This design comes from an exercise in tuning for small area on the open sky130 flow, not from production work.
At most, simulation tests tie the RTL to the original design; equivalence was not proved.
The RTL of runs 1 to 3 was laid out without a check of its function.
Power is estimated from default activity; no workload was simulated.

### flow/design.v
`timescale 1ns/1ps
`timescale 1ns/1ps
module luxcp #(
    parameter [7:0] CMD_RESULT          = 8'h00,
    parameter [7:0] CMD_CONFIG          = 8'h01,
    parameter [7:0] CMD_LOW_LIMIT       = 8'h02,
    parameter [7:0] CMD_HIGH_LIMIT      = 8'h03,
    parameter [7:0] CMD_MANUFACTURER_ID = 8'h7E,
    parameter [7:0] CMD_DEVICE_ID       = 8'h7F,
    parameter [7:0] POLL_MAX_ATTEMPTS   = 8'd250
) (
    input  wire        clk,
    input  wire        rst,
    input  wire [6:0]  cfg_addr,
    input  wire        req_valid,
    output wire        req_ready,
    input  wire [3:0]  req_op,
    input  wire [31:0] req_arg,
    output wire        rsp_valid,
    input  wire        rsp_ready,
    output wire [31:0] rsp_value,
    output wire [1:0]  rsp_err_class,
    output wire [15:0] rsp_err_code,
    output wire        busy,
    output wire [6:0]  st_addr,
    output wire [31:0] st_result_lux,
    output wire [31:0] st_high_lux,
    output wire [31:0] st_low_lux,
    output wire [17:0] st_result_err,
    output wire [17:0] st_high_err,
    output wire [17:0] st_low_err,
    output wire [15:0] st_config,
    output wire        tp_req,
    output wire [2:0]  tp_prim,
    output wire [6:0]  tp_addr,
    output wire [7:0]  tp_wdata,
    input  wire        tp_ack,
    input  wire [7:0]  tp_rdata
);
    localparam [4:0] S_IDLE  = 5'd0,
                     S_CLR   = 5'd8,    
                     S_CLR2  = 5'd9,    
                     S_SH8   = 5'd10,    
                     S_TL0   = 5'd3,    
                     S_TLP   = 5'd12,    
                     S_DIV   = 5'd5,    
                     S_FL0   = 5'd4,    
                     S_SHL4  = 5'd11,    
                     S_MUL   = 5'd13,    
                     S_NORM  = 5'd14,   
                     S_NEG   = 5'd15,   
                     S_FIN   = 5'd1,
                     S_RSP   = 5'd2,
                     S_BEGIN = 5'b10000,
                     S_WCMD  = 5'b10001,
                     S_WDAT  = 5'b11001,
                     S_END   = 5'b10010,
                     S_REQ   = 5'b10011,
                     S_AVAIL = 5'b10100,
                     S_RD    = 5'b10101,
                     S_DELAY = 5'b10110;
    reg [4:0]  state;
    reg [31:0] W;
    reg [7:0]  C;        
    reg [5:0]  Y;        
    reg [1:0]  cy;       
    reg        f;        
    reg [3:0]  op;
    reg [1:0]  rc;       
    reg [6:0]  addr;
    reg [30:0] c_res, c_high, c_low;    
    reg [15:0] c_cfg;                   
    assign st_config = {c_cfg[15:12], ~c_cfg[11:1], c_cfg[0]};
    assign req_ready = (state == S_IDLE) && !rst;
    assign busy      = (state != S_IDLE);
    assign rsp_valid = (state == S_RSP);
    assign st_addr   = addr;
    assign tp_addr   = addr;
    assign tp_req    = state[4];
    assign tp_prim   = state[2:0];
    wire op_id = (op == 4'd1) || (op == 4'd2);
    wire [7:0] cmd;
    assign cmd[7]   = 1'b0;
    assign cmd[6:2] = {5{op_id}};
    assign cmd[1]   = op_id | (op == 4'd5) | (op == 4'd6) | (op == 4'd8) | (op == 4'd9);
    assign cmd[0]   = (op_id & op[1]) | (op == 4'd3) | (op == 4'd7) | (op == 4'd5) | (op == 4'd8);
    assign tp_wdata = (state == S_WCMD) ? cmd : W[15:8];
    wire op_wr  = (op == 4'd7) || (op == 4'd8) || (op == 4'd9);
    wire op_lux = (op == 4'd4) || (op == 4'd5) || (op == 4'd6);
    assign rsp_value     = {W[31:12], W[11:1] & {11{~rc[1]}}, W[0]};
    assign rsp_err_class = rc;
    assign rsp_err_code  = {{4{rc[1]}}, W[11:1] & {11{rc[1]}}, 1'b0};
    function [49:0] cache_out(input [30:0] c);
        reg ez, k0, k1;
        begin
            ez = ~(c[30] | c[27]);
            k0 = ez & c[13];
            k1 = ez & c[12];
            cache_out = {1'b0, c[30], {2{~c[30] & c[27]}}, c[27:14],
                         c[13] & ~ez, c[12] & ~ez, ~(c[11:1] | {11{k1}}), c[0],
                         k1, k0, {4{k1}}, ~(c[11:1] | {11{~k1}}), 1'b0};
        end
    endfunction
    assign {st_result_lux, st_result_err} = cache_out(c_res);
    assign {st_high_lux,   st_high_err}   = cache_out(c_high);
    assign {st_low_lux,    st_low_err}    = cache_out(c_low);
    wire lead_hi = ~(W[23] | W[22]);
    wire lead_lo = ~(W[23] | W[22] | W[21] | W[20] | W[19]);
    wire inj     = f & ((W[21] & lead_hi) | ((W[18] | W[17]) & lead_lo));
    wire [7:0] r2  = {C[6:0], W[31] | inj};
    wire       qge = (r2 >= 8'd100);
    wire [7:0] r2s = r2 - 8'd100;
    wire [5:0] e10 = {2'b00, W[15:12]} + 6'd10;
    wire [7:0] bexp = W[30:23];
    wire nan    = (bexp == 8'hFF) && (W[22:0] != 23'd0);
    wire zres   = W[31] | nan | (bexp <= 8'd118);
    wire bigres = (bexp >= 8'd148);
    wire [5:0] nbexp = ~W[28:23];
    wire       g    = C[5] | (C[4] & C[3] & C[2]);
    wire [2:0] msum = {2'b00, W[4] & ~g} + {2'b00, W[1] & ~g} + {2'b00, W[0] & ~g} + {1'b0, cy};
    wire       y44  = (Y == 6'd44);
    wire       mround = ~f & y44;
    wire       mkeep  = f;
    wire [1:0] mcy  = mround ? (msum[2:1] + {1'b0, msum[0]}) : msum[2:1];
    wire [2:0] nsum = {2'b00, ~W[4]} + {2'b00, ~W[2]} + {1'b0, cy};
    wire nbig = (W[27:12] != 16'd0);
    wire avail_ok = (tp_rdata[7:1] != 7'd0);
    wire        fin  = (state == S_FIN);
    wire [30:0] Wz   = rst ? {19'd0, 11'h7FF, 1'b0} :
                       {W[30:14], W[13] | rc[0], W[12] | rc[1], ~W[11:1], W[0]};
    wire en_cfg  = rst | (fin & (op == 4'd3) & (rc == 2'd0));
    wire en_res  = rst | (fin & (op == 4'd4));
    wire en_high = rst | (fin & (op == 4'd5));
    wire en_low  = rst | (fin & (op == 4'd6));
    always @(posedge clk) begin
        if (en_cfg)  c_cfg <= Wz[15:0];
        if (en_res)  c_res  <= Wz;
        if (en_high) c_high <= Wz;
        if (en_low)  c_low  <= Wz;
    end
    always @(posedge clk) begin
        if (rst) begin
            state     <= S_IDLE;
            addr      <= cfg_addr;
        end else begin
            case (state)
                S_IDLE: begin
                    if (req_valid) begin
                        op <= req_op;
                        W  <= req_arg;
                        rc <= 2'd0;
                        f  <= 1'b0;
                        C  <= 8'd0;
                        case (req_op)
                            4'd7:        state <= S_BEGIN;
                            4'd8, 4'd9,
                            4'd11:       state <= S_FL0;
                            4'd10:       state <= S_TL0;
                            default:     state <= S_CLR;
                        endcase
                    end
                end
                S_CLR, S_CLR2: begin
                    if (C[5]) begin
                        C <= 8'd0;
                        if (state == S_CLR2) state <= S_END;
                        else if (op == 4'd11) state <= S_FIN;
                        else state <= S_BEGIN;
                    end else begin
                        W <= {W[30:0], (state == S_CLR) & f & C[4]};
                        C <= C + 8'd1;
                    end
                end
                S_SH8: begin
                    if (C[3]) begin
                        state <= op_wr ? S_WDAT : S_RD;    
                    end else begin
                        W <= {W[30:0], 1'b0};
                        C <= C + 8'd1;
                    end
                end
                S_SHL4: begin
                    if (C[2]) begin
                        C  <= 8'd0;
                        cy <= {rc[1], 1'b0};
                        f  <= 1'b0;
                        state <= rc[1] ? S_NEG : S_MUL;
                    end else begin
                        W <= {W[30:0], 1'b0};
                        C <= C + 8'd1;
                    end
                end
                S_BEGIN: if (tp_ack) state <= S_WCMD;
                S_WCMD: begin
                    if (tp_ack) begin
                        state <= op_wr ? S_WDAT : S_END;
                    end
                end
                S_WDAT: begin
                    if (tp_ack) begin
                        state <= C[3] ? S_CLR2 : S_SH8;    
                    end
                end
                S_END: begin
                    if (tp_ack) begin
                        W[7:0] <= tp_rdata;
                        if (tp_rdata != 8'd0) begin
                            rc <= 2'd2;
                            state <= S_SHL4;
                        end else if (op_wr) begin
                            state <= S_FIN;
                        end else begin
                            state <= S_REQ;
                        end
                    end
                end
                S_REQ: begin
                    if (tp_ack) begin
                        C <= 8'd0;
                        state <= S_AVAIL;
                    end
                end
                S_AVAIL: begin
                    if (tp_ack) begin
                        if (avail_ok) begin
                            C <= 8'd0;
                            state <= S_RD;
                        end else begin
                            C <= C + 8'd1;
                            state <= S_DELAY;
                        end
                    end
                end
                S_DELAY: begin
                    if (tp_ack) begin
                        if (C == POLL_MAX_ATTEMPTS) begin
                            rc <= 2'd1;
                            state <= S_FIN;
                        end else begin
                            state <= S_AVAIL;
                        end
                    end
                end
                S_RD: begin
                    if (tp_ack) begin
                        W[7:0] <= tp_rdata;
                        if (!C[3]) state <= S_SH8;
                        else if (op_lux) state <= S_TL0;
                        else state <= S_FIN;
                    end
                end
                S_TL0: begin
                    Y <= e10;
                    C <= 8'd0;
                    f <= 1'b0;
                    state <= S_TLP;
                end
                S_TLP: begin
                    if (C[4] & C[2]) begin
                        C <= 8'd0;
                        state <= S_DIV;
                    end else begin
                        W <= {W[30:0], 1'b0};
                        C <= C + 8'd1;
                    end
                end
                S_DIV: begin
                    if (f & W[23]) begin
                        W[31:23] <= {1'b0, ~Y[5], Y[5], Y[5], Y[4:0]};
                        state <= S_FIN;
                    end else if (Y == 6'd55) begin
                        state <= S_FIN;           
                    end else begin
                        C <= {1'b0, qge ? r2s[6:0] : r2[6:0]};
                        W <= {W[30:0], qge};
                        if (qge) f <= 1'b1;
                        else if (!f) Y <= Y - 6'd1;
                    end
                end
                S_FL0: begin
                    C <= 8'd0;
                    f <= 1'b0;
                    if (zres | bigres) begin
                        f <= ~zres;
                        state <= S_CLR;
                    end else begin
                        Y <= nbexp;
                        W[31:23] <= 9'h001;
                        state <= S_SHL4;
                    end
                end
                S_MUL: begin
                    if (Y == 6'd11) begin
                        C <= 8'd0;
                        state <= S_NORM;
                    end else begin
                        W  <= {mkeep & msum[0], W[31:1]};
                        cy <= mcy;
                        if (mround) f <= 1'b1;
                        Y <= Y - 6'd1;
                        C <= C + 8'd1;
                    end
                end
                S_NORM: begin
                    if (nbig & (C[3:0] != 4'd15)) begin
                        W <= {1'b0, W[31:1]};
                        C <= C + 8'd1;
                    end else if (nbig) begin
                        f <= 1'b1;
                        C <= 8'd0;
                        state <= S_CLR;
                    end else begin
                        W[15:12] <= C[3:0];
                        C <= 8'd0;
                        state <= (op == 4'd11) ? S_FIN : S_BEGIN;
                    end
                end
                S_NEG: begin
                    if (C[4:0] == 5'd31) begin
                        state <= S_FIN;
                    end else begin
                        W  <= {nsum[0] & (C < 8'd11), W[31:1]};
                        cy <= nsum[2:1];
                        C  <= C + 8'd1;
                    end
                end
                S_FIN: begin
                    state <= S_RSP;
                end
                S_RSP: begin
                    if (rsp_ready) begin
                        state <= S_IDLE;
                    end
                end
                default: state <= S_IDLE;
            endcase
        end
    end
endmodule
### flow/flow/run.sh
#!/bin/bash
set -euo pipefail
export BUFFER_PORTS_ARGS="-buffer_cell sky130_fd_sc_hd__buf_1"
export REMOVE_ABC_BUFFERS=1
export CTS_ARGS="-sink_clustering_enable -repair_clock_nets -dont_use_dummy_load -buf_list sky130_fd_sc_hd__clkbuf_8 -sink_clustering_size 20 -sink_clustering_max_diameter 60"
bash standard.sh > standard_flow.log 2>&1
### flow/standard.sh
#!/bin/bash
# synth_recipe.tcl (not shown) runs the flow's synth.tcl, then flattens the netlist and writes it again
# the make line also repeats each setting of config.mk as NAME=value (left out here)
make -C /OpenROAD-flow-scripts/flow DESIGN_CONFIG=/design/flow/config.mk WORK_HOME=/design/flow/orfs CLKGATE_MAP_FILE= SYNTH_SCRIPT=/design/flow/synth_recipe.tcl "${@:-finish}"
### flow/config.mk
export PLATFORM = sky130hd
export DESIGN_NAME = luxcp
export DESIGN_NICKNAME = luxcp
export VERILOG_FILES = /design/flow/design.v
export SDC_FILE = /design/flow/constraint.sdc
export NUM_CORES = 4
export LEC_CHECK = 0
export CAP_MARGIN = 0
export CORE_MARGIN = 2
export CORE_UTILIZATION = 40
export GPL_TIMING_DRIVEN = 0
export SLEW_MARGIN = 0
### flow/constraint.sdc
create_clock -name core_clock -period 30.0 [get_ports {clk}]
set_input_delay 6.0000 -clock core_clock [delete_from_list [all_inputs] [get_ports {clk}]]
set_output_delay 6.0000 -clock core_clock [all_outputs]
set_load 0.01 [all_outputs]
==> reports/metrics.yaml, run 1 <==
io_pins: 301
cts_hold_buf: 0
drt-wirelength-per-cell_um: 21.9
grt_antenna_before_repair: 2
status: "timing/DRC/antenna clean"
reg2reg_from: "state[4]"
root_buffer: "clkbuf_8"
async_flop_share_pct: 0
nets: 1228
drt_pass1_iterations: 5
synth_area_um2: 9930
drv_cap: 0
p_leak_nw: 3.72
drive_gt1_share_pct: 4.17
hpwl_um: 24300
numCtsBuffers: 17
place_congestion: 0.990
worst-path-max-fanout: 37
drt.antenna.violating_nets: 0
finalSetupViolCount: 0
syn_avg_cell_area_um2: 10.0
crit_required_ns: 24.00
die_w_um: 162
skew_ns: 0.0341
drt-vias-per-instance: 5.56
cp-end-kind: "output port"
via_count: 8211
drt_iter0_drc: 891
power_density_nw_per_um2: 88.9
synth_top_area_share_pct: 49.9
synth_seq_cells: 170
yosys.area.top_type: "edfxtp_1"
yosysMostFrequentCell: "edfxtp_1"
clock_latency_ns: 0.46
worstSetupPathType: "primary input to output port"
grt.total_usage_pct: 23.8
die_y_um: 162
grt_pass1_vias: 7455
cp_slowest_cell: "buf_2"
clk_pin_slew_worst_paths_ns: 0.07
crit_arrival_ns: 6.98
max_freq_mhz: 77.1
yosys-top-cells-count: "165 x edfxtp_1, 125 x nor2_1, 114 x buf_4, 111 x nand2_1, 47 x nor2b_1"
clock_path_buffers: 2
rsz0062_at_grt: "false"
ys.flop_type: "edfxtp_1"
seq_area_frac_synth_pct: 50.9
period_share_pct: 43.3
setup_ws_ns: 17.02
hold_viol: 0
ctsResizeCount: 0
crit_family: "buffers and inverters"
h-tree-depth: 4
row_count: 57
hp-start: "C[7]"
hold_path_end: "C[7]"
routed_wl_um: 32300
tightest_slew_ns: 1.38
syn_inst: 989
grt_remaining_overflow: 0
cts_tree: "done"
core_area_um2: 24300
port-buffer-count: 293
post-cts-setup-buffer-count: 0
grt_max_degree: 38
fin_crit_ns: 12.98
setup_tns_ns: 0
path_cells: "buf_2, nor2_1, buf_1"
hold_ws_ns: 0.667
ys_types: 72
placed_cells: 1458
grt_pass1_wl_um: 46200
start_util_pct: 40.8
critical_path.max_stage_delay_ns: 0.66
area_growth_pct: 8.74
fin_area_um2: 10800
pre_cts_slack_ns: 17.00
clock_sinks: 170
r2r_cells: 5
synth-edff-count: 165
rr_endpoint: "C[2]"
yosys-top-cells-area: "edfxtp_1 50%, buf_4 8.6%, nor2_1 4.7%"
drv_slew: 0
yosysWarnings: 1
hold_path.class: "register to register"
crit_path_start_kind: "primary input"
holdPathStages: 1
cp_num_buf_inv: 2
drc: 0
dpl_cell_area_um2: 10600
dieArea_um2: 26100
r2r_slack_ns: 25.80
instances_no_fill: 1477
max-vdd-ir-drop_v: 0.0000420
slew_headroom_pct: 7.58
-- cell families (layout without fill, tap and decap cells) --
kind of cell / after synthesis / count (layout) / share of synthesized area [%]
xor+xnor: 11 / 11 / 0.970
buf+inv: 199 / 355 / 12.1
mux: 3 / 3 / 0.327
other cells: 1 / 9 / 0.0378
fa+ha+maj: 19 / 19 / 2.62
simple gates: 421 / 421 / 20.9
compound gates: 165 / 165 / 12.1
flops: 170 / 170 / 50.9
-- power breakdown --
part | leakage, nW | internal [W] | total [W] | switching, W
clock | 0.122 | 0.0000501 | 0.000124 | 0.0000742
sequential | 1.62 | 0.000347 | 0.000465 | 0.000118
combinational | 1.98 | 0.000132 | 0.000372 | 0.000240
-- worst max path at each step --
stage,start,end,slack [ns],depth (start not counted)
after floorplan,rst,req_ready,17.81,1
after global placement,rst,req_ready,16.11,3
after detailed placement,rst,req_ready,17.00,3
after CTS,rst,req_ready,17.00,3
after global routing,rst,req_ready,16.92,3
final,rst,req_ready,17.02,3
-- per-stage QoR --
step	utilization, %	power, W
floorplan	-	0.000653
global placement	42.8	0.000830
detailed placement	43.4	0.000836
CTS	44.4	0.000961
global route	44.4	0.00102
finish	44.4	0.000961
-- state kept, by name, indices dropped and copies added (netlist names) --
register	count
c_low	29
state	5
addr	7
W	32
op	4
c_high	29
c_cfg	16
Y	6
c_res	29
cy	2
C	8
rc	2
f	1
-- layout by cell type, fill, tap and decap left out, drive strengths merged, types with 9 or more instances in the layout --
| master | synthesis | routed |
|---|---|---|
| nand3 | 18 | 18 |
| and2 | 22 | 22 |
| a22oi | 17 | 17 |
| a21oi | 20 | 20 |
| nand4 | 9 | 9 |
| ha | 16 | 16 |
| buf | 132 | 298 |
| a31oi | 12 | 12 |
| clkbuf | 27 | 17 |
| nor2 | 126 | 126 |
| nor3 | 30 | 30 |
| nand2 | 111 | 111 |
| nor4 | 11 | 11 |
| o21ai | 32 | 32 |
| a222oi | 12 | 12 |
| nor2b | 47 | 47 |
| nand2b | 9 | 9 |
| edfxtp | 165 | 165 |
| inv | 40 | 40 |
-- layout make-up --
class / count / area [um2]
clock buffers: 17 / 234
well taps: 324 / 405
fillers: 2411 / 13500
inverters: 40 / 150
multi-input cells: 626 / 3740
repair buffers: 298 / 1210
flip-flops and latches: 170 / 5050
diodes: 2 / 5.00
-- layer usage --
layer | global-route usage [%] | up-vias | part of all wire, %
met5 | 0 | - | 0
met4 | 9.05 | 0 | 2.9
met3 | 3.31 | 45 | 6.9
met2 | 39.9 | 440 | 49
met1 | 31.5 | 3968 | 41
li1 | - | 3758 | -
==> run 2, diff against run 1 <==
--- a/flow/config.mk
+++ b/flow/config.mk
@@ -6,4 +6,5 @@
 export NUM_CORES = 4
 export LEC_CHECK = 0
+export ABC_AREA = 1
 export CAP_MARGIN = 0
 export CORE_MARGIN = 2
==> run 2 against run 1 <==
  * Still clean on timing, DRC and antenna
  * Sequential share of layout area down 1.1 points
  * Cell area up 2.3%
  * Clock-buffer cell count unchanged
  * Flip-flop and latch count is the same
  * Synthesized area up 1.8%
  * Final cell count increased by 13%
  * Total power is 3.0% lower
  * Global-route usage is 1.0 points lower
  * Die area increased by 1.7%
  * Critical path type unchanged
  * Critical endpoint unchanged
  * Largest cell class unchanged
  * Highest routed layer unchanged
==> reports/metrics.yaml, run 2 <==
core_area_um2: 25000
synth_top_area_share_pct: 49.0
cp-end-kind: "output port"
period_share_pct: 43.1
cts_hold_buf: 0
syn_avg_cell_area_um2: 8.76
drt.antenna.violating_nets: 0
clock_latency_ns: 0.47
row_count: 58
yosys.area.top_type: "edfxtp_1"
root_buffer: "clkbuf_8"
drc: 0
layout_common_cells: "292 x buf_1, 216 x nor2_1, 208 x nand2_1"
max_freq_mhz: 77.3
io_pins: 301
num-fill-cells: 2541
skew_ns: 0.0455
r2r_cells: 11
synth_seq_cells: 170
drive_gt1_share_pct: 5.83
grt_pass1_vias: 7653
die_y_um: 163
via_count: 8414
fin_crit_ns: 12.93
grt_max_degree: 35
synth-edff-count: 165
yosys-top-cells-area: "edfxtp_1 49%, buf_4 8.3%, nor2_1 8.0%"
seqPwrFrac_pct: 45.3
instances_no_fill: 1668
ctsResizeCount: 0
hpwl_um: 24400
seq_area_frac_synth_pct: 50.0
h-tree-depth: 4
power.switching_w: 0.000424
rsz0062_at_grt: "false"
syn_inst: 1154
worstSetupPathType: "primary input to output port"
yosys-top-cells-count: "216 x nor2_1, 208 x nand2_1, 165 x edfxtp_1, 136 x inv_1, 112 x buf_4"
synth_area_um2: 10100
grt_antenna_before_repair: 0
drt_iter0_drc: 688
hold_viol: 0
tightest_slew_ns: 1.24
routed_wl_um: 31100
finalSetupViolCount: 0
nets: 1415
regMostFlops: "W"
ys.flop_type: "edfxtp_1"
crit_required_ns: 24.00
start_util_pct: 40.5
async_flop_share_pct: 0
status: "timing/DRC/antenna clean"
crit_arrival_ns: 6.93
drv_slew: 0
crit_path_start_kind: "primary input"
setup_tns_ns: 0
antenna_cells: 0
pwr-share-clk_pct: 13.4
mostFrequentLayoutCell: "buf_1"
p_comb_share_pct: 41.3
switching_share_pct: 45.5
max-vdd-ir-drop_v: 0.0000374
worst-path-max-fanout: 34
yosysWarnings: 1
port-buffer-count: 293
grt_remaining_overflow: 0
p_leak_nw: 4.44
post-cts-setup-buffer-count: 0
power.internal_w: 0.000508
grt.total_usage_pct: 22.8
holdPathStages: 2
slew_headroom_pct: 17.4
drt_pass1_iterations: 7
power_density_nw_per_um2: 84.3
clock_sinks: 170
numCtsBuffers: 17
placed_cells: 1651
hold_path.class: "register to register"
drt-vias-per-instance: 5.04
dieArea_um2: 26600
area_growth_pct: 9.33
cts_tree: "done"
drt-wirelength-per-cell_um: 18.6
die_w_um: 163
place_congestion: 0.954
clk_pin_slew_worst_paths_ns: 0.07
ys_types: 48
drv_cap: 0
yosysMostFrequentCell: "nor2_1"
clock_path_buffers: 2
grt_pass1_wl_um: 45200
largest_register_ffs: 32
-- run 2: cell type report --
type | instances | area (um2) | share of cell area (%)
multi-input cells | 700 | 3600 | 32.6
well taps | 330 | 413 | 3.74
inverters | 155 | 587 | 5.31
flip-flops and latches | 170 | 5050 | 45.7
clock buffers | 17 | 234 | 2.12
repair buffers | 296 | 1160 | 10.5
-- run 2: logic make-up (layout without fill, tap and decap cells) --
group	Yosys count	after routing	synth area share [%]
other cells	1	7	0.0371
xor+xnor	8	8	0.693
flops	170	170	50.0
fa+ha+maj	19	19	2.57
buf+inv	290	468	15.1
simple gates	538	538	23.3
compound gates	128	128	8.31
-- run 2: final timing paths --
kind	slack, ns	from	endpoint
setup / recovery	17.07	rst	req_ready
hold / removal	0.62	state[1]	state[1]
setup reg to reg	26.45	C[3]	cy[0]
hold reg to reg	0.62	state[1]	state[1]
-- run 2: per-layer routing --
metal  vias up  part of all wire [%]  global-route usage (%)  wire length [um]
li1       4042                     -                       -                 -
met4         0                   2.3                    7.04               716
met5         -                     0                       0                 0
met1      3979                    41                    28.6             12700
met3        42                   5.7                    3.08              1780
met2       351                    51                    40.9             15800
-- run 2: critical path, cell delays in order --
cell and delay [ns]:
buf_2 0.66, nor2_1 0.11, buf_1 0.16
-- run 2: per-stage QoR --
stage          hold slack, ns  instance area [um2]  setup slack, ns  util [%]  power [W]
2_1_floorplan           0.579                 9190            17.83         -   0.000643
4_1_cts                 0.619                11100            17.02      44.3   0.000933
5_1_grt                 0.673                11100            16.96      44.3   0.000993
6_report                0.617                11100            17.07      44.3   0.000931
3_5_place_dp            0.608                10800            17.02      43.3   0.000810
3_3_place_gp            0.592                10700            16.12      42.9   0.000806
-- run 2: power by group through the flow --
| stage | clock [W] | sequential, W | combinational (W) |
|---|---|---|---|
| global placement | 0 | 0.000427 | 0.000379 |
| finish | 0.000125 | 0.000422 | 0.000384 |
| global route | 0.000134 | 0.000431 | 0.000428 |
| detailed placement | 0 | 0.000427 | 0.000382 |
| CTS | 0.000127 | 0.000422 | 0.000384 |
| floorplan | 0 | 0.000413 | 0.000230 |
==> run 3, diff against run 2 <==
--- a/flow/design.v
+++ b/flow/design.v
@@ -162,31 +162,27 @@
                 end
                 S_CLR, S_CLR2: begin
-                    if (C[5]) begin
+                    W <= {W[30:0], (state == S_CLR) & f & C[4]};
+                    C <= C + 8'd1;
+                    if (C[4:0] == 5'd31) begin
                         C <= 8'd0;
                         if (state == S_CLR2) state <= S_END;
                         else if (op == 4'd11) state <= S_FIN;
                         else state <= S_BEGIN;
-                    end else begin
-                        W <= {W[30:0], (state == S_CLR) & f & C[4]};
-                        C <= C + 8'd1;
                     end
                 end
                 S_SH8: begin
-                    if (C[3]) begin
+                    W <= {W[30:0], 1'b0};
+                    C <= C + 8'd1;
+                    if (C[2:0] == 3'd7)
                         state <= op_wr ? S_WDAT : S_RD;    
-                    end else begin
-                        W <= {W[30:0], 1'b0};
-                        C <= C + 8'd1;
-                    end
                 end
                 S_SHL4: begin
-                    if (C[2]) begin
+                    W <= {W[30:0], 1'b0};
+                    C <= C + 8'd1;
+                    if (C[1:0] == 2'd3) begin
                         C  <= 8'd0;
                         cy <= {rc[1], 1'b0};
                         f  <= 1'b0;
                         state <= rc[1] ? S_NEG : S_MUL;
-                    end else begin
-                        W <= {W[30:0], 1'b0};
-                        C <= C + 8'd1;
                     end
                 end
@@ -257,10 +253,9 @@
                 end
                 S_TLP: begin
-                    if (C[4] & C[2]) begin
+                    W <= {W[30:0], 1'b0};
+                    C <= C + 8'd1;
+                    if (C[4] & C[1] & C[0]) begin       
                         C <= 8'd0;
                         state <= S_DIV;
-                    end else begin
-                        W <= {W[30:0], 1'b0};
-                        C <= C + 8'd1;
                     end
                 end
@@ -291,13 +286,12 @@
                 end
                 S_MUL: begin
-                    if (Y == 6'd11) begin
+                    W  <= {mkeep & msum[0], W[31:1]};
+                    cy <= mcy;
+                    if (mround) f <= 1'b1;
+                    Y <= Y - 6'd1;
+                    C <= C + 8'd1;
+                    if (Y == 6'd12) begin               
                         C <= 8'd0;
                         state <= S_NORM;
-                    end else begin
-                        W  <= {mkeep & msum[0], W[31:1]};
-                        cy <= mcy;
-                        if (mround) f <= 1'b1;
-                        Y <= Y - 6'd1;
-                        C <= C + 8'd1;
                     end
                 end
@@ -317,11 +311,9 @@
                 end
                 S_NEG: begin
-                    if (C[4:0] == 5'd31) begin
+                    W  <= {nsum[0] & (C < 8'd11), W[31:1]};
+                    cy <= nsum[2:1];
+                    C  <= C + 8'd1;
+                    if (C[4:1] == 4'd15)                  
                         state <= S_FIN;
-                    end else begin
-                        W  <= {nsum[0] & (C < 8'd11), W[31:1]};
-                        cy <= nsum[2:1];
-                        C  <= C + 8'd1;
-                    end
                 end
                 S_FIN: begin
--- a/flow/config.mk
+++ b/flow/config.mk
@@ -6,5 +6,4 @@
 export NUM_CORES = 4
 export LEC_CHECK = 0
-export ABC_AREA = 1
 export CAP_MARGIN = 0
 export CORE_MARGIN = 2
==> run 3 against run 2 <==
  * Still clean
  * Synthesized area fell by 0.87%
  * Via count fell by 3.0%
  * Flip-flop and latch count did not move
  * Clock skew fell by 0.0021 ns
  * Core utilization fell by 0.12 points
  * Cell area fell by 2.3%
  * Routed wire length fell by 0.24%
  * Non-clock buffer count rose by 2
  * Register-to-register slack got worse by 1.3 ns
  * Combinational power fell by 13%
  * Clock-buffer cell count did not move
  * Critical endpoint unchanged
  * Largest cell class unchanged
  * Largest power group unchanged
==> reports/metrics.yaml, run 3 <==
status: "timing/DRC/antenna clean"
synth_top_area_share_pct: 49.4
max_freq_mhz: 77.4
power_density_nw_per_um2: 81.5
clock_latency_ns: 0.47
critical_path.max_stage_delay_ns: 0.66
cts_tree: "done"
cp_num_buf_inv: 2
p_comb_share_pct: 38.1
grt_pass1_vias: 7483
io_pins: 301
grt.total_usage_pct: 22.7
syn_inst: 988
syn_avg_cell_area_um2: 10.1
num-fill-cells: 2378
dpl_cell_area_um2: 10600
grt_remaining_overflow: 0
nets: 1217
hpwl_um: 23100
largest_register_ffs: 32
drv_cap: 0
drt.antenna.violating_nets: 0
yosysWarnings: 1
ys.flop_type: "edfxtp_1"
switching_share_pct: 42.6
p_leak_nw: 3.71
hold_ws_ns: 0.684
top_layer_used: "met5"
grt_max_degree: 38
rsz0062_at_grt: "false"
setup_tns_ns: 0
layout_common_cells: "292 x buf_1, 165 x edfxtp_1, 123 x nor2_1"
start_util_pct: 41.0
core_area_um2: 24500
dieArea_um2: 26300
ys_types: 85
clk_pin_slew_worst_paths_ns: 0.07
mostFrequentLayoutCell: "buf_1"
tightest_slew_ns: 1.32
fin_crit_ns: 12.93
port-buffer-count: 293
path_cells: "buf_2, nor2_1, buf_1"
die_w_um: 162
holdPathStages: 2
worst-path-stages: 3
row_count: 57
worstSetupPathType: "primary input to output port"
seqPwrFrac_pct: 47.8
crit_family: "buffers and inverters"
multiInputGateArea_um2: 3740
numCtsBuffers: 17
cp_slowest_cell: "buf_2"
yosysMostFrequentCell: "edfxtp_1"
area_growth_pct: 7.79
max-vdd-ir-drop_v: 0.0000265
drv_slew: 0
antenna_cells: 0
via_count: 8161
crit_required_ns: 24.00
pwr-share-clk_pct: 14.1
worst-path-max-fanout: 33
power.switching_w: 0.000375
power.internal_w: 0.000505
finalSetupViolCount: 0
regMostFlops: "W"
drt-wirelength-per-cell_um: 21.1
routed_wl_um: 31000
yosys.area.top_type: "edfxtp_1"
die_y_um: 162
routed-wl-met3_um: 2240
yosys-top-cells-area: "edfxtp_1 49%, buf_4 8.5%, nor2_1 4.6%"
h-tree-depth: 4
drt_pass1_iterations: 8
period_share_pct: 43.1
cp-end-kind: "output port"
drive_gt1_share_pct: 4.47
post-cts-setup-buffer-count: 0
root_buffer: "clkbuf_8"
hold_viol: 0
fin_util_pct: 44.2
drc: 0
synth-edff-count: 165
wl_met1_um: 12100
r2r_cells: 6
drt-vias-per-instance: 5.57
yosys-top-cells-count: "165 x edfxtp_1, 124 x nor2_1, 113 x buf_4, 75 x nand2_1, 46 x inv_1"
drt_iter0_drc: 944
async_flop_share_pct: 0
slew_headroom_pct: 12.0
grt_pass1_wl_um: 44700
skew_ns: 0.0434
place_congestion: 0.975
dr_wl_met2_um: 15800
synth_seq_cells: 170
hold_path.class: "register to register"
crit_path_start_kind: "primary input"
fin_area_um2: 10800
grt_antenna_before_repair: 1
synth_area_um2: 10000
seq_area_um2: 5050
crit_arrival_ns: 6.93
clock_sinks: 170
clock_path_buffers: 2
seq_area_frac_synth_pct: 50.4
cts_hold_buf: 0
ctsResizeCount: 0
run 3: cell count changes after synthesis, moves of 13 or more:
cell	before	now
nand2_1	208	75
nor2_1	216	124
inv_1	136	46
nor2b_1	0	44
nand3_1	45	19
a222oi_1	0	23
and2_1	0	19
o21ai_0	37	20
nand2b_1	0	16
inv_2	14	0
clkbuf_1	18	31
run 3: per-stage QoR:
stage	setup WS (ns)	std cells	total power (W)
after floorplan	17.83	827	0.000609
after detailed placement	17.09	1448	0.000757
final	17.07	1466	0.000881
after global placement	16.27	1444	0.000751
after global routing	17.00	1466	0.000932
after CTS	17.08	1465	0.000879
run 3: kinds of logic after synthesis:
| kind of cell | Yosys count | share of synthesized area (%) |
|---|---|---|
| flip-flops | 170 | 50.4 |
| XOR/XNOR | 11 | 0.961 |
| multiplexers | 4 | 0.412 |
| other | 1 | 0.0374 |
| adder cells (fa/ha/maj) | 17 | 2.35 |
| buffers and inverters | 213 | 12.9 |
| AO/OA/AOI/OAI | 185 | 13.6 |
| AND/OR/NAND/NOR | 387 | 19.4 |
run 3: metal layers:
layer,vias up,global-route usage (%)
met2,439,39.7
met4,2,8.21
li1,3753,-
met5,-,0
met3,64,4.90
met1,3903,27.5
run 3: path summary, 6_finish.rpt:
| kind | from | endpoint | slack [ns] |
|---|---|---|---|
| setup reg to reg | state[0] | W[8] | 25.10 |
| setup / recovery | rst | req_ready | 17.07 |
| hold reg to reg | W[21] | W[22] | 0.68 |
| hold / removal | W[21] | W[22] | 0.68 |
run 3: cell type report:
class	count	share of cell area (%)
sequential	170	46.8
multi-input combinational	611	34.7
clock buffer	17	2.17
timing repair buffer	298	11.0
inverter	46	1.60
tap	324	3.75
run 3: power by group through the flow:
| stage | Combinational [W] | Sequential (W) | Clock [W] |
|---|---|---|---|
| detailed placement | 0.000331 | 0.000426 | 0 |
| finish | 0.000335 | 0.000421 | 0.000124 |
| global route | 0.000368 | 0.000431 | 0.000134 |
| floorplan | 0.000210 | 0.000399 | 0 |
| CTS | 0.000333 | 0.000421 | 0.000126 |
| global placement | 0.000326 | 0.000425 | 0 |
run 3: tightest hold or removal path, cell delays in order (launching register included):
cell and delay (ns):
edfxtp_1 0.43, a222oi_1 0.09, inv_1 0.06
==> run 4, diff against run 3 <==
--- a/flow/design.v
+++ b/flow/design.v
@@ -61,8 +61,8 @@
                      S_DELAY = 5'b10110;
     reg [4:0]  state;
-    reg [31:0] W;
+    reg [30:0] W;        
     reg [7:0]  C;        
     reg [5:0]  Y;        
-    reg [1:0]  cy;       
+    wire [1:0] cy = C[7:6];    
     reg        f;        
     reg [3:0]  op;
@@ -88,5 +88,5 @@
     wire op_wr  = (op == 4'd7) || (op == 4'd8) || (op == 4'd9);
     wire op_lux = (op == 4'd4) || (op == 4'd5) || (op == 4'd6);
-    assign rsp_value     = {W[31:12], W[11:1] & {11{~rc[1]}}, W[0]};
+    assign rsp_value     = {1'b0, W[30:12], W[11:1] & {11{~rc[1]}}, W[0]};
     assign rsp_err_class = rc;
     assign rsp_err_code  = {{4{rc[1]}}, W[11:1] & {11{rc[1]}}, 1'b0};
@@ -108,5 +108,5 @@
     wire lead_lo = ~(W[23] | W[22] | W[21] | W[20] | W[19]);
     wire inj     = f & ((W[21] & lead_hi) | ((W[18] | W[17]) & lead_lo));
-    wire [7:0] r2  = {C[6:0], W[31] | inj};
+    wire [7:0] r2  = {C[6:0], W[30] | inj};
     wire       qge = (r2 >= 8'd100);
     wire [7:0] r2s = r2 - 8'd100;
@@ -114,5 +114,5 @@
     wire [7:0] bexp = W[30:23];
     wire nan    = (bexp == 8'hFF) && (W[22:0] != 23'd0);
-    wire zres   = W[31] | nan | (bexp <= 8'd118);
+    wire zres   = f | nan | (bexp <= 8'd118);    
     wire bigres = (bexp >= 8'd148);
     wire [5:0] nbexp = ~W[28:23];
@@ -148,7 +148,7 @@
                     if (req_valid) begin
                         op <= req_op;
-                        W  <= req_arg;
+                        W  <= req_arg[30:0];
                         rc <= 2'd0;
-                        f  <= 1'b0;
+                        f  <= req_arg[31] & ((req_op == 4'd8) | (req_op == 4'd9) | (req_op == 4'd11));
                         C  <= 8'd0;
                         case (req_op)
@@ -162,5 +162,5 @@
                 end
                 S_CLR, S_CLR2: begin
-                    W <= {W[30:0], (state == S_CLR) & f & C[4]};
+                    W <= {W[29:0], (state == S_CLR) & f & C[4]};
                     C <= C + 8'd1;
                     if (C[4:0] == 5'd31) begin
@@ -172,5 +172,5 @@
                 end
                 S_SH8: begin
-                    W <= {W[30:0], 1'b0};
+                    W <= {W[29:0], 1'b0};
                     C <= C + 8'd1;
                     if (C[2:0] == 3'd7)
@@ -178,9 +178,8 @@
                 end
                 S_SHL4: begin
-                    W <= {W[30:0], 1'b0};
+                    W <= {W[29:0], 1'b0};
                     C <= C + 8'd1;
                     if (C[1:0] == 2'd3) begin
-                        C  <= 8'd0;
-                        cy <= {rc[1], 1'b0};
+                        C  <= {rc[1], 7'd0};            
                         f  <= 1'b0;
                         state <= rc[1] ? S_NEG : S_MUL;
@@ -253,7 +252,7 @@
                 end
                 S_TLP: begin
-                    W <= {W[30:0], 1'b0};
+                    W <= {W[29:0], 1'b0};
                     C <= C + 8'd1;
-                    if (C[4] & C[1] & C[0]) begin       
+                    if (C[4] & C[1]) begin              
                         C <= 8'd0;
                         state <= S_DIV;
@@ -262,5 +261,5 @@
                 S_DIV: begin
                     if (f & W[23]) begin
-                        W[31:23] <= {1'b0, ~Y[5], Y[5], Y[5], Y[4:0]};
+                        W[30:23] <= {~Y[5], Y[5], Y[5], Y[4:0]};
                         state <= S_FIN;
                     end else if (Y == 6'd55) begin
@@ -268,5 +267,5 @@
                     end else begin
                         C <= {1'b0, qge ? r2s[6:0] : r2[6:0]};
-                        W <= {W[30:0], qge};
+                        W <= {W[29:0], qge};
                         if (qge) f <= 1'b1;
                         else if (!f) Y <= Y - 6'd1;
@@ -281,15 +280,14 @@
                     end else begin
                         Y <= nbexp;
-                        W[31:23] <= 9'h001;
+                        W[30:23] <= 8'h01;
                         state <= S_SHL4;
                     end
                 end
                 S_MUL: begin
-                    W  <= {mkeep & msum[0], W[31:1]};
-                    cy <= mcy;
+                    W  <= {mkeep & msum[0], W[30:1]};
                     if (mround) f <= 1'b1;
                     Y <= Y - 6'd1;
-                    C <= C + 8'd1;
-                    if (Y == 6'd12) begin               
+                    C <= {mcy, C[5:0] + 6'd1};
+                    if (Y == 6'd13) begin               
                         C <= 8'd0;
                         state <= S_NORM;
@@ -298,5 +296,5 @@
                 S_NORM: begin
                     if (nbig & (C[3:0] != 4'd15)) begin
-                        W <= {1'b0, W[31:1]};
+                        W <= {1'b0, W[30:1]};
                         C <= C + 8'd1;
                     end else if (nbig) begin
@@ -311,8 +309,7 @@
                 end
                 S_NEG: begin
-                    W  <= {nsum[0] & (C < 8'd11), W[31:1]};
-                    cy <= nsum[2:1];
-                    C  <= C + 8'd1;
-                    if (C[4:1] == 4'd15)                  
+                    W  <= {nsum[0] & (C[5:0] < 6'd11), W[30:1]};
+                    C  <= {nsum[2:1], C[5:0] + 6'd1};
+                    if (C[4] & C[3] & C[2] & C[0])        
                         state <= S_FIN;
                 end
==> flow/flow/run.sh (replaced) <==
#!/bin/bash
set -euo pipefail
export BUFFER_PORTS_ARGS="-buffer_cell sky130_fd_sc_hd__buf_1"
export REMOVE_ABC_BUFFERS=1
export CTS_ARGS="-repair_clock_nets -dont_use_dummy_load -buf_list sky130_fd_sc_hd__clkbuf_8"
bash standard.sh > standard_flow.log 2>&1
==> run 4 against run 3 <==
  * Worst hold slack improved by 0.021 ns
  * Fmax down 0.53%
  * Die area down 1.2%
  * Synthesized cell count is 0.30% lower
  * Flip-flop and latch count down 3
  * Highest routed layer is now met4
  * Still clean on timing, DRC and antenna
  * Synthesized area shrank 1.2%
  * Clock power about the same
  * Setup slack lost 0.069 ns
  * Sequential share of layout area fell by 0.71 points
  * Final cell count rose by 0.27%
  * Routed wire length is 2.3% lower
==> reports/metrics.yaml, run 4 <==
synth_seq_cells: 167
p_total_w: 0.000986
ctsResizeCount: 0
numCtsBuffers: 17
hpwl_um: 22500
hp-start: "W[17]"
root_buffer: "clkbuf_8"
p_leak_nw: 3.73
yosys-top-cells-count: "162 x edfxtp_1, 139 x nor2_1, 110 x buf_4, 65 x nand2_1, 50 x inv_1"
largest_register_ffs: 31
yosysMostFrequentCell: "edfxtp_1"
worst-path-max-fanout: 34
synth_top_area_share_pct: 49.1
start_util_pct: 40.7
status: "timing/DRC/antenna clean"
drive_gt1_share_pct: 4.80
finalSetupViolCount: 0
crit_required_ns: 24.00
routed_wl_um: 30300
fin_crit_ns: 13.00
post-cts-setup-buffer-count: 0
antenna_cells: 0
crit_path_start_kind: "primary input"
nets: 1223
dieArea_um2: 26000
tightest_slew_ns: 1.37
die_y_um: 161
hold_path_end: "W[16]"
cts_hold_buf: 0
cts_tree: "done"
drt.antenna.violating_nets: 0
hold_viol: 0
syn_avg_cell_area_um2: 10.1
rsz0062_at_grt: "false"
drv_cap: 0
worstSetupPathType: "primary input to output port"
seqPwrFrac_pct: 45.9
regMostFlops: "W"
clock_latency_ns: 0.45
async_flop_share_pct: 0
syn_inst: 985
mostFrequentLayoutCell: "buf_1"
drc: 0
synth_area_um2: 9900
seq_area_frac_synth_pct: 50.1
r2r_slack_ns: 25.87
cp-end-kind: "output port"
clock_sinks: 167
max_freq_mhz: 76.9
r2r_cells: 8
setup_tns_ns: 0
path_cells: "buf_2, nor2_1, buf_1"
period_share_pct: 43.3
p_comb_share_pct: 41.6
synth-edff-count: 162
clock_path_buffers: 2
die_w_um: 161
cp_num_buf_inv: 2
grt_remaining_overflow: 0
yosys.area.top_type: "edfxtp_1"
crit_family: "buffers and inverters"
drv_slew: 0
layout_common_cells: "291 x buf_1, 162 x edfxtp_1, 138 x nor2_1"
skew_ns: 0.0329
drt_pass1_iterations: 7
max-vdd-ir-drop_v: 0.0000585
power.internal_w: 0.000543
power.switching_w: 0.000442
ys.flop_type: "edfxtp_1"
drt-wirelength-per-cell_um: 20.6
power_density_nw_per_um2: 91.4
row_count: 57
rr_endpoint: "W[24]"
switching_share_pct: 44.9
via_count: 8035
place_congestion: 0.947
grt.total_usage_pct: 22.5
holdPathStages: 2
area_growth_pct: 8.84
grt_pass1_vias: 7287
grt_antenna_before_repair: 0
io_pins: 301
drt-vias-per-instance: 5.47
port-buffer-count: 292
worst-path-stages: 3
reg2reg_from: "state[0]"
hold_path.class: "register to register"
critical_path.max_stage_delay_ns: 0.67
yosys-top-cells-area: "edfxtp_1 49%, buf_4 8.3%, nor2_1 5.3%"
yosysWarnings: 1
slew_headroom_pct: 8.46
crit_arrival_ns: 7.00
ys_types: 85
cp_slowest_cell: "buf_2"
pwr-share-clk_pct: 12.5
grt_max_degree: 52
h-tree-depth: 4
drt_iter0_drc: 763
grt_pass1_wl_um: 44100
core_area_um2: 24300
clk_pin_slew_worst_paths_ns: 0.09
run 4: worst max-delay path by stage:
| stage | from | to | slack, ns |
|---|---|---|---|
| floorplan | rst | req_ready | 17.81 |
| global placement | rst | req_ready | 16.07 |
| finish | rst | req_ready | 17.00 |
| global route | rst | req_ready | 16.95 |
| detailed placement | rst | req_ready | 17.00 |
| CTS | rst | req_ready | 16.99 |
run 4: cells by family after synthesis:
kind of cell | count (synthesis) | share of synthesized area, %
AOI/OAI and AO/OA | 198 | 14.4
other | 1 | 0.0379
xor gates and xnor gates | 10 | 0.884
adders and majority gates | 19 | 2.63
DFF | 167 | 50.1
and+or+nand+nor | 376 | 19.1
muxes | 1 | 0.101
buffers and inverters | 213 | 12.7
run 4: power by group through the flow:
stage               registers [W]  clock network (W)  logic, W
floorplan                0.000424                  0  0.000252
global placement         0.000457                  0  0.000396
detailed placement       0.000456                  0  0.000407
CTS                      0.000451           0.000126  0.000409
global route             0.000463           0.000134  0.000448
finish                   0.000452           0.000124  0.000410
run 4: area by class of cell:
type / count / area (um2)
flip-flops and latches: 167 / 4970
clock buffers: 17 / 234
multi-input cells: 612 / 3760
well taps: 324 / 405
inverters: 50 / 188
fillers: 2412 / 13500
repair buffers: 300 / 1220
run 4: tightest hold or removal path: cells and delay by family, from the launching register on:
kind | cells | cell delay [ns]
flops | 1 | 0.46
compound gates | 1 | 0.10
buf+inv | 1 | 0.05
run 4: routing by layer:
metal  up-vias  GRT usage (%)  wire length [um]
li1       3741              -                 -
met1      3896           29.3             12500
met2       364           38.8             15300
met3        34           3.42              1900
met4         0           6.37               629
met5         -              0                 0
run 4: per-stage QoR:
step | worst slack (ns) | instance area, um2 | cells | utilization, % | hold WS (ns)
after detailed placement | 17.00 | 10500 | 1453 | 43.4 | 0.683
final | 17.00 | 10800 | 1470 | 44.3 | 0.705
after global placement | 16.07 | 10400 | 1445 | 42.6 | 0.674
after global routing | 16.95 | 10800 | 1470 | 44.3 | 0.716
after floorplan | 17.81 | 8860 | 829 | - | 0.622
after CTS | 16.99 | 10800 | 1470 | 44.3 | 0.703
==> run 5, diff against run 4 <==
==> flow/flow/run.sh (replaced) <==
#!/bin/bash
set -euo pipefail
export BUFFER_PORTS_ARGS="-buffer_cell sky130_fd_sc_hd__buf_1"
export REMOVE_ABC_BUFFERS=1
export RECOVER_POWER=100
export CTS_ARGS="-sink_clustering_enable -repair_clock_nets -dont_use_dummy_load -buf_list sky130_fd_sc_hd__clkbuf_8 -sink_clustering_size 20 -sink_clustering_max_diameter 60"
bash standard.sh > standard_flow.log 2>&1
==> run 5 against run 4 <==
  * Now fails the layout checks on capacitance limit, slew limit
  * Clock power is essentially flat
  * First-iteration DRC count fell by 6.9%
  * Register-to-register slack worse by 0.64 ns
  * Flip-flop and latch count did not move
  * Clock-buffer cell count unchanged
  * Core utilization decreased by 0.76 points
  * Critical path depth did not move
  * Sequential share of layout area up 0.78 points
  * Synthesized area unchanged
  * Combinational power shrank 3%
  * Die area unchanged
  * Setup slack got worse by 0.86 ns
  * Critical path type unchanged
  * Largest cell class unchanged
  * Largest power group unchanged
==> reports/metrics.yaml, run 5 <==
status: "complete, but fails checks"
so_faults: "capacitance limit, slew limit"
grt_pass1_vias: 7287
drive_gt1_share_pct: 2.79
start_util_pct: 40.7
tightest_slew_ns: 2.07
cp-end-kind: "output port"
cp_slowest_cell: "clkbuf_1"
switching_share_pct: 44.9
drt.antenna.violating_nets: 0
async_flop_share_pct: 0
crit_arrival_ns: 7.86
grt_max_degree: 52
clock_path_buffers: 2
antenna_cells: 0
drt-wirelength-per-cell_um: 20.7
yosysMostFrequentCell: "edfxtp_1"
seq_area_frac_synth_pct: 50.1
synth_top_area_share_pct: 49.1
drt_iter0_drc: 710
cp_num_buf_inv: 2
clock_sinks: 167
drv_cap: 3
path_cells: "clkbuf_1, nor2_1, buf_1"
setup_ws_ns: 16.14
ys_types: 85
regMostFlops: "W"
core_area_um2: 24300
die_y_um: 161
hold_viol: 0
clock_latency_ns: 0.46
crit_required_ns: 24.00
yosys-top-cells-area: "edfxtp_1 49%, buf_4 8.3%, nor2_1 5.3%"
synth_seq_cells: 167
p_leak_nw: 3.65
die_w_um: 161
power_density_nw_per_um2: 91.9
post-cts-setup-buffer-count: 0
via_count: 8047
h-tree-depth: 4
hold_path.class: "register to register"
drt-vias-per-instance: 5.47
nets: 1223
seqPwrFrac_pct: 46.5
syn_inst: 985
drt_pass1_iterations: 8
synth-edff-count: 162
syn_avg_cell_area_um2: 10.1
layout_common_cells: "291 x buf_1, 162 x edfxtp_1, 139 x nor2_1"
worst-path-max-fanout: 34
cts_hold_buf: 0
grt_pass1_wl_um: 44100
skew_ns: 0.0322
row_count: 57
ys.flop_type: "edfxtp_1"
ctsResizeCount: 0
yosys-top-cells-count: "162 x edfxtp_1, 139 x nor2_1, 110 x buf_4, 65 x nand2_1, 50 x inv_1"
yosys.area.top_type: "edfxtp_1"
root_buffer: "clkbuf_8"
area_growth_pct: 6.98
cts_tree: "done"
p_comb_share_pct: 40.9
drv_slew: 101
max-vdd-ir-drop_v: 0.0000525
largest_register_ffs: 31
dieArea_um2: 26000
finalSetupViolCount: 0
r2r_slack_ns: 25.23
pre_cts_slack_ns: 17.00
slew_headroom_pct: -38.3
grt_antenna_before_repair: 0
pwr-share-clk_pct: 12.7
routed_wl_um: 30400
grt_remaining_overflow: 0
hold_ws_ns: 0.707
io_pins: 301
setup_tns_ns: 0
mostFrequentLayoutCell: "buf_1"
crit_family: "buffers and inverters"
numCtsBuffers: 17
grt.total_usage_pct: 22.5
worstSetupPathType: "primary input to output port"
rsz0062_at_grt: "false"
synth_area_um2: 9900
critical_path.max_stage_delay_ns: 1.46
port-buffer-count: 292
max_freq_mhz: 72.1
hpwl_um: 22500
power.switching_w: 0.000438
crit_path_start_kind: "primary input"
drc: 0
yosysWarnings: 1
clk_pin_slew_worst_paths_ns: 0.09
power.internal_w: 0.000536
place_congestion: 0.947
period_share_pct: 46.2
fin_crit_ns: 13.86
==> run 5: cell types whose count changed in the layout (fill, tap and decap cells not counted), sizes merged <==
cell | previous run | this run
buf | 300 | 292
clkbuf | 17 | 25
==> run 5: path summary, 6_finish.rpt <==
check / end / depth (start not counted) / from
worst max-delay path: req_ready / 3 / rst
worst min-delay path: W[16] / 2 / W[17]
worst max register to register: c_res[24] / 5 / state[0]
worst min register to register: W[16] / 2 / W[17]
==> run 5: area by class of cell <==
cell class	count	area, um2
fillers	2438	13700
clock buffers	17	234
flip-flops and latches	167	4960
inverters	50	188
multi-input cells	612	3660
repair buffers	300	1140
well taps	324	405
==> run 5: worst reg2reg max path: cells and delay by family (launching register included) <==
| kind | cells | cell delay (ns) |
|---|---|---|
| AO/OA/AOI/OAI | 1 | 1.61 |
| AND/OR/NAND/NOR | 3 | 0.71 |
| buffers and inverters | 1 | 0.85 |
| flip-flops | 1 | 1.23 |
==> run 5: power groups by stage <==
stage	Combinational (W)	Clock (W)	Sequential, W
after floorplan	0.000252	0	0.000424
after global placement	0.000396	0	0.000457
after detailed placement	0.000407	0	0.000456
after CTS	0.000409	0.000126	0.000451
after global routing	0.000436	0.000134	0.000463
final	0.000398	0.000124	0.000452
==> run 5: logic make-up (layout without fill, tap and decap cells) <==
| logic type | count (synthesis) | after routing | synth area share [%] |
|---|---|---|---|
| simple gates | 376 | 376 | 19.1 |
| buf+inv | 213 | 367 | 12.7 |
| compound gates | 198 | 198 | 14.4 |
| flops | 167 | 167 | 50.1 |
| fa+ha+maj | 19 | 19 | 2.63 |
| xor+xnor | 10 | 10 | 0.884 |
| other cells | 1 | 8 | 0.0379 |
| mux | 1 | 1 | 0.101 |
==> run 5: layer usage <==
metal | global-route usage (%) | share of wire (%) | routed length (um)
met1 | 29.3 | 41 | 12600
met2 | 38.8 | 50 | 15300
met3 | 3.42 | 6.2 | 1880
met4 | 6.37 | 2.1 | 652
met5 | 0 | 0 | 0
==> run 5: metrics by stage <==
| stage | util [%] | cell area [um2] | total power, W | std cells |
|---|---|---|---|---|
| floorplan | - | 8860 | 0.000676 | 829 |
| global placement | 42.6 | 10400 | 0.000853 | 1445 |
| detailed placement | 43.4 | 10500 | 0.000863 | 1453 |
| CTS | 44.3 | 10800 | 0.000987 | 1470 |
| global route | 43.6 | 10600 | 0.00103 | 1470 |
| finish | 43.6 | 10600 | 0.000974 | 1470 |
==> run 6, diff against run 5 <==
==> flow/flow/run.sh (replaced) <==
#!/bin/bash
set -euo pipefail
export BUFFER_PORTS_ARGS="-buffer_cell sky130_fd_sc_hd__buf_1"
export REMOVE_ABC_BUFFERS=1
export CTS_ARGS="-sink_clustering_enable -repair_clock_nets -dont_use_dummy_load -buf_list sky130_fd_sc_hd__clkbuf_8 -sink_clustering_size 20 -sink_clustering_max_diameter 60"
bash standard.sh > standard_flow.log 2>&1
==> run 6 against run 5 <==
  * The run now finishes clean
  * Global-route usage stayed put
  * Non-clock buffer count is the same
  * Worst hold slack lost 0.0024 ns
  * Sequential share of layout area is 0.78 points lower
  * Total power grew 1.2%
  * Clock skew is 0.00067 ns higher
  * Critical path type unchanged
  * Routed wire length is 0.27% lower
  * Register-to-register slack better by 0.64 ns
  * Largest power group unchanged
  * Critical path depth stayed put
  * Critical endpoint unchanged
  * Largest cell class unchanged
  * Highest routed layer unchanged
  * Via count shrank 0.15%
==> reports/metrics.yaml, run 6 <==
path_cells: "buf_2, nor2_1, buf_1"
ctsResizeCount: 0
drc: 0
mostFrequentLayoutCell: "buf_1"
cp-end-kind: "output port"
numCtsBuffers: 17
max_freq_mhz: 76.9
cp_slowest_cell: "buf_2"
grt_remaining_overflow: 0
root_buffer: "clkbuf_8"
setup_tns_ns: 0
setup_ws_ns: 17.00
worst-path-max-fanout: 34
seqPwrFrac_pct: 45.9
async_flop_share_pct: 0
p_leak_nw: 3.73
antenna_cells: 0
num-fill-cells: 2412
drive_gt1_share_pct: 4.80
pwr-share-clk_pct: 12.5
synth_top_area_share_pct: 49.1
yosys-top-cells-count: "162 x edfxtp_1, 139 x nor2_1, 110 x buf_4, 65 x nand2_1, 50 x inv_1"
ys_types: 85
p_total_w: 0.000986
p_comb_share_pct: 41.6
seq_area_frac_synth_pct: 50.1
reg2reg_from: "state[0]"
hold_viol: 0
slew_headroom_pct: 8.46
h-tree-depth: 4
switching_share_pct: 44.9
yosys-top-cells-area: "edfxtp_1 49%, buf_4 8.3%, nor2_1 5.3%"
grt.total_usage_pct: 22.5
max-vdd-ir-drop_v: 0.0000585
drt_pass1_iterations: 7
row_count: 57
core_area_um2: 24300
crit_start: "rst"
routed_wl_um: 30300
post-cts-setup-buffer-count: 0
tightest_slew_ns: 1.37
syn_inst: 985
fin_crit_ns: 13.00
port-buffer-count: 292
hpwl_um: 22500
worstSetupPathType: "primary input to output port"
hold_path.class: "register to register"
crit_required_ns: 24.00
place_congestion: 0.947
clk_pin_slew_worst_paths_ns: 0.09
hp-start: "W[17]"
power.internal_w: 0.000543
die_w_um: 161
crit_path_start_kind: "primary input"
pre_cts_slack_ns: 17.00
clock_path_buffers: 2
largest_register_ffs: 31
via_count: 8035
layout_common_cells: "291 x buf_1, 162 x edfxtp_1, 138 x nor2_1"
synth-edff-count: 162
skew_ns: 0.0329
grt_max_degree: 52
syn_avg_cell_area_um2: 10.1
fin_util_pct: 44.3
dieArea_um2: 26000
ys.flop_type: "edfxtp_1"
nets: 1223
power.switching_w: 0.000442
grt_pass1_vias: 7287
start_util_pct: 40.7
die_y_um: 161
clock_sinks: 167
synth_seq_cells: 167
yosys.area.top_type: "edfxtp_1"
drt.antenna.violating_nets: 0
drt-vias-per-instance: 5.47
critical_path.max_stage_delay_ns: 0.67
cts_hold_buf: 0
period_share_pct: 43.3
power_density_nw_per_um2: 91.4
yosysMostFrequentCell: "edfxtp_1"
crit_arrival_ns: 7.00
grt_pass1_wl_um: 44100
drt-wirelength-per-cell_um: 20.6
drv_slew: 0
drt_iter0_drc: 763
area_growth_pct: 8.84
synth_area_um2: 9900
cts_tree: "done"
clock_latency_ns: 0.45
yosysWarnings: 1
regMostFlops: "W"
finalSetupViolCount: 0
rsz0062_at_grt: "false"
drv_cap: 0
status: "timing/DRC/antenna clean"
io_pins: 301
grt_antenna_before_repair: 0
run 6: layout make-up:
cell class / count / area, um2 / area share (%)
multi-input combinational: 612 / 3760 / 34.9
tap: 324 / 405 / 3.76
sequential: 167 / 4970 / 46.1
timing repair buffer: 300 / 1220 / 11.3
inverter: 50 / 188 / 1.74
clock buffer: 17 / 234 / 2.17
run 6: worst paths after layout:
kind,end,slack (ns),cells past startpoint
setup / recovery,req_ready,17.00,3
hold / removal,W[16],0.70,2
setup reg to reg,W[24],25.87,8
hold reg to reg,W[16],0.70,2
run 6: power by group through the flow:
stage	clock, W	combinational (W)	sequential (W)
2_1_floorplan	0	0.000252	0.000424
3_3_place_gp	0	0.000396	0.000457
3_5_place_dp	0	0.000407	0.000456
4_1_cts	0.000126	0.000409	0.000451
5_1_grt	0.000134	0.000448	0.000463
6_report	0.000124	0.000410	0.000452
run 6: per-stage QoR:
step           cells  hold slack [ns]  instance area, um2
3_3_place_gp    1445            0.674               10400
4_1_cts         1470            0.703               10800
3_5_place_dp    1453            0.683               10500
5_1_grt         1470            0.716               10800
2_1_floorplan    829            0.622                8860
6_report        1470            0.705               10800
run 6: critical path, delay by kind of cell:
family                 cells  cell delay [ns]
buffers and inverters      2             0.84
AND/OR/NAND/NOR            1             0.15
run 6: routing by layer:
layer | GRT usage, % | vias to the layer above | routed length [um]
met3 | 3.42 | 34 | 1900
li1 | - | 3741 | -
met1 | 29.3 | 3896 | 12500
met4 | 6.37 | 0 | 629
met2 | 38.8 | 364 | 15300
met5 | 0 | - | 0
run 6: cells by family after synthesis:
logic type	after synthesis	share of synthesized area [%]
compound gates	198	14.4
xor+xnor	10	0.884
fa+ha+maj	19	2.63
buf+inv	213	12.7
flops	167	50.1
mux	1	0.101
other cells	1	0.0379
simple gates	376	19.1
==> run 7, diff against run 6 <==
--- a/flow/config.mk
+++ b/flow/config.mk
@@ -6,4 +6,5 @@
 export NUM_CORES = 4
 export LEC_CHECK = 0
+export ABC_CLOCK_PERIOD_IN_PS = 200000
 export CAP_MARGIN = 0
 export CORE_MARGIN = 2
==> run 7 against run 6 <==
  * Still clean on timing, DRC and antenna
  * Combinational power is essentially flat
  * Worst hold slack unchanged
  * Routed wire length unchanged
  * Cell area unchanged
  * Clock-buffer cell count unchanged
  * Global-route usage unchanged
  * Total power stayed put
  * First-iteration DRC count unchanged
  * Core utilization unchanged
  * Via count did not move
  * Highest routed layer unchanged
  * Sequential power barely moved
==> reports/metrics.yaml, run 7 <==
regMostFlops: "W"
holdPathStages: 2
hold_ws_ns: 0.705
routed-wl-met3_um: 1900
synth_area_um2: 9900
grt_antenna_before_repair: 0
hold_path.class: "register to register"
ctsResizeCount: 0
max-vdd-ir-drop_v: 0.0000585
drt-wirelength-per-cell_um: 20.6
cts_hold_buf: 0
yosysMostFrequentCell: "edfxtp_1"
antenna_cells: 0
crit_family: "buffers and inverters"
die_y_um: 161
grt_remaining_overflow: 0
drt_iter0_drc: 763
clock_latency_ns: 0.45
syn_avg_cell_area_um2: 10.1
fin_area_um2: 10800
die_w_um: 161
synth-edff-count: 162
layout_common_cells: "291 x buf_1, 162 x edfxtp_1, 138 x nor2_1"
power_density_nw_per_um2: 91.4
clock_path_buffers: 2
hold_viol: 0
ys_types: 85
crit_arrival_ns: 7.00
grt_max_degree: 52
instances_no_fill: 1470
path_cells: "buf_2, nor2_1, buf_1"
seq_area_frac_synth_pct: 50.1
largest_register_ffs: 31
clk_pin_slew_worst_paths_ns: 0.09
drt.antenna.violating_nets: 0
r2r_cells: 8
dieArea_um2: 26000
crit_required_ns: 24.00
r2r_slack_ns: 25.87
worst-path-max-fanout: 34
crit_path_start_kind: "primary input"
drt_pass1_iterations: 7
slew_headroom_pct: 8.46
drive_gt1_share_pct: 4.80
yosys-top-cells-count: "162 x edfxtp_1, 139 x nor2_1, 110 x buf_4, 65 x nand2_1, 50 x inv_1"
drv_cap: 0
cp_num_buf_inv: 2
placed_cells: 1453
dpl_cell_area_um2: 10500
yosys.area.top_type: "edfxtp_1"
hpwl_um: 22500
io_pins: 301
drt-vias-per-instance: 5.47
yosys-top-cells-area: "edfxtp_1 49%, buf_4 8.3%, nor2_1 5.3%"
synth_seq_cells: 167
port-buffer-count: 292
wl_met1_um: 12500
grt.total_usage_pct: 22.5
async_flop_share_pct: 0
drv_slew: 0
grt_pass1_vias: 7287
status: "timing/DRC/antenna clean"
clock_sinks: 167
hp-start: "W[17]"
worstSetupPathType: "primary input to output port"
cp_slowest_cell: "buf_2"
period_share_pct: 43.3
dr_wl_met2_um: 15300
root_buffer: "clkbuf_8"
cp-end-kind: "output port"
syn_inst: 985
via_count: 8035
finalSetupViolCount: 0
p_leak_nw: 3.73
num-fill-cells: 2412
routed_wl_um: 30300
reg2reg_from: "state[0]"
post-cts-setup-buffer-count: 0
nets: 1223
drc: 0
rr_endpoint: "W[24]"
fin_util_pct: 44.3
skew_ns: 0.0329
yosysWarnings: 1
place_congestion: 0.947
area_growth_pct: 8.84
cts_tree: "done"
top_layer_used: "met4"
mostFrequentLayoutCell: "buf_1"
h-tree-depth: 4
hold_path_end: "W[16]"
row_count: 57
core_area_um2: 24300
critical_path.max_stage_delay_ns: 0.67
start_util_pct: 40.7
rsz0062_at_grt: "false"
synth_top_area_share_pct: 49.1
tightest_slew_ns: 1.37
numCtsBuffers: 17
ys.flop_type: "edfxtp_1"
setup_tns_ns: 0
max_freq_mhz: 76.9
fin_crit_ns: 13.00
grt_pass1_wl_um: 44100
==> run 7: worst min-delay path: stages, from the launching register on <==
cell and delay [ns]:
edfxtp_1 0.46, a222oi_1 0.10, inv_1 0.05
==> run 7: stage by stage <==
stage / power [W] / setup WS (ns)
final: 0.000986 / 17.00
after global routing: 0.00104 / 16.95
after CTS: 0.000987 / 16.99
after detailed placement: 0.000863 / 17.00
after global placement: 0.000853 / 16.07
after floorplan: 0.000676 / 17.81
==> run 7: cells by family after synthesis <==
logic type	after synthesis	synth area share, %
AND/OR/NAND/NOR	376	19.1
buffers and inverters	213	12.7
AO/OA/AOI/OAI	198	14.4
flip-flops	167	50.1
adder cells (fa/ha/maj)	19	2.63
XOR/XNOR	10	0.884
other	1	0.0379
multiplexers	1	0.101
==> run 7: power by group <==
| group | switching, W | internal, W | leakage, nW | total [W] |
|---|---|---|---|---|
| Sequential | 0.000111 | 0.000342 | 1.59 | 0.000452 |
| Combinational | 0.000258 | 0.000152 | 2.02 | 0.000410 |
| Clock | 0.0000735 | 0.0000502 | 0.122 | 0.000124 |
==> run 7: worst max-delay path by stage <==
stage           endpoint  from  cells past startpoint
6_report       req_ready   rst                      3
5_1_grt        req_ready   rst                      3
4_1_cts        req_ready   rst                      3
3_5_place_dp   req_ready   rst                      3
3_3_place_gp   req_ready   rst                      3
2_1_floorplan  req_ready   rst                      1
==> run 7: final cells by class <==
class	instances	area, um2	area share [%]
Sequential cell	167	4970	46.1
Multi-Input combinational cell	612	3760	34.9
Timing Repair Buffer	300	1220	11.3
Tap cell	324	405	3.76
Clock buffer	17	234	2.17
Inverter	50	188	1.74
==> run 7: routing by layer <==
metal | vias to the layer above | track usage (%)
met2 | 364 | 38.8
met4 | 0 | 6.37
met5 | - | 0
met1 | 3896 | 29.3
li1 | 3741 | -
met3 | 34 | 3.42

[what the ideal ports hide]
Ports are ideal in the flow. The routed layouts listed here were re-timed in OpenROAD. Step 1 (the two cells are an assumption about what drives the block):
set clk [get_ports {clk}]
set_driving_cell -lib_cell sky130_fd_sc_hd__clkbuf_16 $clk
set_driving_cell -lib_cell sky130_fd_sc_hd__buf_2 [delete_from_list [all_inputs] $clk]
Step 2, shift: input delay + t, output delay - t, t = (earliest + latest rising clock arrival at the registers) / 2. This alone moves slack from input paths to output paths. Three values: ideal ports, drivers, drivers and shift; two values: the first two.
run | t (ns) | setup slack, ns | worst register clock-pin slew, ns
run 1 | 0.491 | 17.022 / 16.999 / 16.999 | 0.11 / 0.11
run 2 | 0.488 | 17.066 / 17.043 / 17.043 | 0.12 / 0.12
run 3 | 0.492 | 17.072 / 17.046 / 17.046 | 0.11 / 0.11
run 4 | 0.486 | 17.003 / 16.980 / 16.980 | 0.10 / 0.10
run 5 | 0.486 | 16.140 / 16.102 / 16.102 | 0.10 / 0.10
run 6 | 0.486 | 17.003 / 16.980 / 16.980 | 0.10 / 0.10
run 7 | 0.486 | 17.003 / 16.980 / 16.980 | 0.10 / 0.10
The setup slack of run 5, which loses most, moves by -0.038 ns with the drivers and by -0.038 ns with both steps.
